This is an optimization exercise on Yosys and OpenROAD, whose aim is small area, not a production implementation. At most, simulation tests tie the RTL to the original design; equivalence was not proved. The flow treats the clock pin as an ideal source, which a real chip does not have. Power and IR drop assume default switching activity.

== the reference run ==
==> module trace_decode, before the edit <==
module trace_decode (
    input  wire        clk,
    input  wire        rst,
    input  wire [63:0] window,
    input  wire [4:0]  avail,             
    output wire        ok,
    output reg  [1:0]  fault,             
    output reg  [4:0]  consumed,
    output wire        seq_valid,
    output reg  [2:0]  seq,
    output reg         branch_taken,
    output reg         trap,
    output reg         is_return,
    output reg         is_indirect_jump,
    output reg         pc_valid,
    output wire [31:0] program_counter,
    output reg         writeback_valid,
    output wire [4:0]  writeback_register,
    output wire [31:0] writeback_value,
    output reg         breakpoint_valid,
    output reg  [3:0]  breakpoint_reason
);
    wire [3:0] s0 = window[3:0];
    wire [3:0] s1 = window[7:4];
    wire [3:0] s2 = window[11:8];
    wire [3:0] s3 = window[15:12];
    wire [3:0] s4 = window[19:16];
    wire [3:0] s5 = window[23:20];
    wire [4:0] av = avail;
    wire       a43 = av[4] | av[3];
    wire [6:1] th = {a43 | (av[2] & av[1]),
                     a43 | (av[2] & (av[1] | av[0])),
                     a43 | av[2],
                     a43 | av[2] | (av[1] & av[0]),
                     a43 | av[2] | av[1],
                     a43 | av[2] | av[1] | av[0]};
    wire [4:0] isc = {s4 == 4'hC, s3 == 4'hC, s2 == 4'hC, s1 == 4'hC, s0 == 4'hC};
    wire [2:0] isd = {s2 == 4'hD, s1 == 4'hD, s0 == 4'hD};
    wire [1:0] isn = {s1[3:2] == 2'b10, s0[3:2] == 2'b10};
    wire seqp = ~s0[3] & (|s0[2:0]);
    wire       nsp = seqp ? (th[2] & isn[1]) : isn[0];
    wire [1:0] nr  = seqp ? s1[1:0] : s0[1:0];
    wire q0 = ~seqp & ~nsp;
    wire q1 = seqp ^ nsp;
    wire q2 = seqp & nsp;
    wire [3:0] b2 = ({4{q0}} & s1) | ({4{q1}} & s2) | ({4{q2}} & s3);
    wire bkt  = (q0 & isd[0]) | (q1 & th[2] & isd[1]) | (q2 & th[3] & isd[2]);
    wire bkf  = (q0 & th[2]) | (q1 & th[3]) | (q2 & th[4]);
    wire bkp  = bkt & bkf;
    wire bktr = bkt & ~bkf;
    wire [4:0] r = bkp ? {q2, q1, q0, 2'b00} : {2'b00, q2, q1, q0};
    wire dt   = |(r & {th[5:2], 1'b1} & isc);
    wire rnin = |(r & th[6:2]);
    wire [3:0] rn = ({4{r[0]}} & s1) | ({4{r[1]}} & s2) | ({4{r[2]}} & s3) |
                    ({4{r[3]}} & s4) | ({4{r[4]}} & s5);
    wire [36:0] pay = ({37{r[0]}} & window[44:8])  | ({37{r[1]}} & window[48:12]) |
                      ({37{r[2]}} & window[52:16]) | ({37{r[3]}} & window[56:20]) |
                      ({37{r[4]}} & window[60:24]);
    wire [2:0] k = rn[2:0];
    wire klen = k[2] & k[1];
    wire [2:0] p3 = {r[4], r[3] | r[2], r[3] | r[1]};
    wire [4:0] dend = {2'd0, p3} + {1'b0, k, 1'b0} + 5'd2;
    wire dfit = ~(dend > avail);
    wire dok  = dt & rnin & ~klen & dfit;
    wire rsv  = s0[3] & s0[2] & s0[1];
    wire skip = ~(|s0);
    wire ftr  = bktr | (dt & ~rnin) | (dt & rnin & ~klen & ~dfit);
    wire fbl  = dt & rnin & klen;
    wire good = th[1] & ~rsv & ~ftr & ~fbl;
    wire [1:0] f = {th[1] & (ftr | fbl), th[1] & (rsv | fbl)};
    wire [4:0] c = ~good ? 5'd0 : dok ? dend : {2'd0, p3[2:1], p3[0] | skip};
    reg [2:0]  k_r;
    reg [36:0] pay_n;    
    always @(posedge clk) begin
        fault    <= rst ? 2'd0 : f;
        consumed <= rst ? 5'd0 : c;
    end
    always @(posedge clk) begin
        seq               <= seqp ? s0[2:0] : 3'd0;
        trap              <= nsp & (nr == 2'd0);
        is_return         <= nsp & (nr == 2'd1);
        is_indirect_jump  <= nsp & (nr == 2'd2);
        branch_taken      <= nsp & (nr == 2'd3);
        breakpoint_valid  <= bkp;
        breakpoint_reason <= bkp ? b2 : 4'd0;
        pc_valid          <= dok & ~rn[3];
        writeback_valid   <= dok & rn[3];
        k_r               <= k;
        pay_n             <= ~pay;
    end
    assign ok        = |consumed;
    assign seq_valid = |seq;
    wire [4:0] byte_en = {k_r > 3'd4, k_r > 3'd3, k_r > 3'd2, k_r > 3'd1, k_r > 3'd0};
    wire [4:0] pc_en   = byte_en & {5{pc_valid}};
    wire [4:0] wb_en   = byte_en & {5{writeback_valid}};
    genvar j;
    generate
        for (j = 0; j < 32; j = j + 1) begin : g_pc
            assign program_counter[j] = pc_en[j / 8] & ~pay_n[j];
        end
        for (j = 0; j < 37; j = j + 1) begin : g_wb
            if (j < 5) begin : g_reg
                assign writeback_register[j] = wb_en[0] & ~pay_n[j];
            end else begin : g_val
                assign writeback_value[j - 5] = wb_en[j / 8] & ~pay_n[j];
            end
        end
    endgenerate
endmodule
clock: 30.0 ns
lec_check: 0
cap_margin: 0
core_margin: 2
core_utilization: 33
slew_margin: 0
standard.sh (not shown) runs the stock make flow with config.mk's settings and CLKGATE_MAP_FILE= SYNTH_SCRIPT=/design/flow/synth_recipe.tcl, a recipe that flattens the netlist after the stock synthesis.
==> flow/flow/run.sh <==
#!/bin/bash
# Standard ORFS layout with these changes:
#  - after the standard synthesis, the logic between registers is re-mapped
#    for area by ABC (registers keep their names and cells);
#  - the port buffers use the smallest buffer cell;
#  - CTS inserts no dummy loads to balance the clock tree, and afterwards
#    each clock buffer is downsized where the clock slews allow it.
set -euo pipefail
R=orfs/results/sky130hd/trace_codec/base
LIB=$FLOW_HOME/platforms/sky130hd/lib/sky130_fd_sc_hd__tt_025C_1v80.lib
export BUFFER_PORTS_ARGS="-buffer_cell sky130_fd_sc_hd__buf_1"
# CTS buffers: config.mk's CTS_BUF_LIST, else clkbuf_16
CTS_BUFS=$(sed -n 's/^export CTS_BUF_LIST *= *//p' config.mk)
CTS_BUFS=${CTS_BUFS:-sky130_fd_sc_hd__clkbuf_16}
export POST_CTS_TCL="$PWD/flow/post_cts.tcl"
export CTS_ARGS="-sink_clustering_enable -repair_clock_nets -dont_use_dummy_load -buf_list {$CTS_BUFS}"
bash standard.sh synth > synth.log 2>&1
cp $R/1_2_yosys.v std_1_2_yosys.v
# try each ABC script, keep the smallest netlist
best=""
for s in flow/abc_*.abc; do
  n=$(basename "$s" .abc)
  bash flow/resyn.sh "$PWD/std_1_2_yosys.v" "$PWD/resyn_$n.v" "$PWD/$s" "$LIB" "$PWD/flow/dont_use.txt"
  a=$(grep 'Chip area for module' "resyn_$n.v.stat" | awk '{print $NF}')
  echo "$n $a" >> resyn_areas.txt
  if [[ -z "$best" ]] || awk -v a="$a" -v b="$best_a" 'BEGIN{exit !(a < b)}'; then best=$n; best_a=$a; fi
done
echo "chosen $best $best_a" >> resyn_areas.txt
cp "resyn_$best.v" resyn.v
grep -c dfxtp std_1_2_yosys.v > regs_std.txt
grep -c dfxtp resyn.v > regs_resyn.txt
cmp regs_std.txt regs_resyn.txt
cp resyn.v $R/1_2_yosys.v
rm -f $R/1_synth.odb
bash standard.sh synth > synth_odb.log 2>&1
bash standard.sh > standard.log 2>&1
Other scripts of this flow, unchanged in this note and not shown: flow/flow/abc_a.abc, flow/flow/abc_b.abc, flow/flow/abc_c.abc, flow/flow/abc_d.abc, flow/flow/abc_e.abc, flow/flow/abc_f.abc, flow/flow/abc_g.abc, flow/flow/dont_use.txt, flow/flow/post_cts.tcl, flow/flow/resyn.sh
Input changes introduced in the trial run (baseline for comparison: the reference run):
diff --git a/flow/design.v b/flow/design.v
--- a/flow/design.v
+++ b/flow/design.v
@@ -114,18 +114,17 @@
     wire [3:0] s1 = window[7:4];
     wire [3:0] s2 = window[11:8];
     wire [3:0] s3 = window[15:12];
     wire [3:0] s4 = window[19:16];
     wire [3:0] s5 = window[23:20];
-    wire [4:0] av = avail;
-    wire       a43 = av[4] | av[3];
-    wire [6:1] th = {a43 | (av[2] & av[1]),
-                     a43 | (av[2] & (av[1] | av[0])),
-                     a43 | av[2],
-                     a43 | av[2] | (av[1] & av[0]),
-                     a43 | av[2] | av[1],
-                     a43 | av[2] | av[1] | av[0]};
+    wire [6:1] th;
+    genvar x;
+    generate
+        for (x = 1; x <= 6; x = x + 1) begin : g_th
+            assign th[x] = (avail >= x);
+        end
+    endgenerate
     wire [4:0] isc = {s4 == 4'hC, s3 == 4'hC, s2 == 4'hC, s1 == 4'hC, s0 == 4'hC};
     wire [2:0] isd = {s2 == 4'hD, s1 == 4'hD, s0 == 4'hD};
     wire [1:0] isn = {s1[3:2] == 2'b10, s0[3:2] == 2'b10};
     wire seqp = ~s0[3] & (|s0[2:0]);
     wire       nsp = seqp ? (th[2] & isn[1]) : isn[0];
- Summary: pre-CTS setup slack, the trial run better than the reference run
- The trial run vs the reference run: combinational power up by a few percent
- Between the trial run and the reference run, the die area is higher for the reference run.
- The run with more routed wire is the reference run, not the trial run.
- Reported for the trial run and the reference run, sequential cell count turned out identical to the last digit.
- Compared with the reference run, the trial run shows die boundary width that has gone down slightly.
- The trial run against the reference run; synthesized area is down slightly.
- Power: the trial run draws more than the reference run
- Looking at worst hold slack across the trial run and the reference run, the one that comes out higher is the trial run.
Only the layout flow was run in the reference run; the RTL was not checked for function there.

==> re-timing with driven ports <==
How much do the figures lean on ideal ports? The routed layouts below were timed once more, with nothing changed but the port constraints.
Step 1 sets driving cells, clkbuf_16 on the clock port and buf_2 on the other inputs (assumed; they add their load-dependent delay and slew).
Step 2 also shifts input and output timing later by t, the mid clock arrival at the registers, as if the neighbouring blocks saw the same clock.
a / b / c = no drivers / after step 1 / after step 2; a / b = the first two.
run | shift t [ns] | slack for setup (ns) | worst slew at a driven data input, ns
the reference run | 0.418 | 16.865 / 16.884 / 16.465 | 0.07
the trial run | 0.406 | 18.877 / 18.880 / 18.473 | 0.07
After both steps every run listed still meets setup and hold. The setup slack of the trial run, which loses most, moves by +0.003 ns with the drivers and by -0.404 ns with both steps.
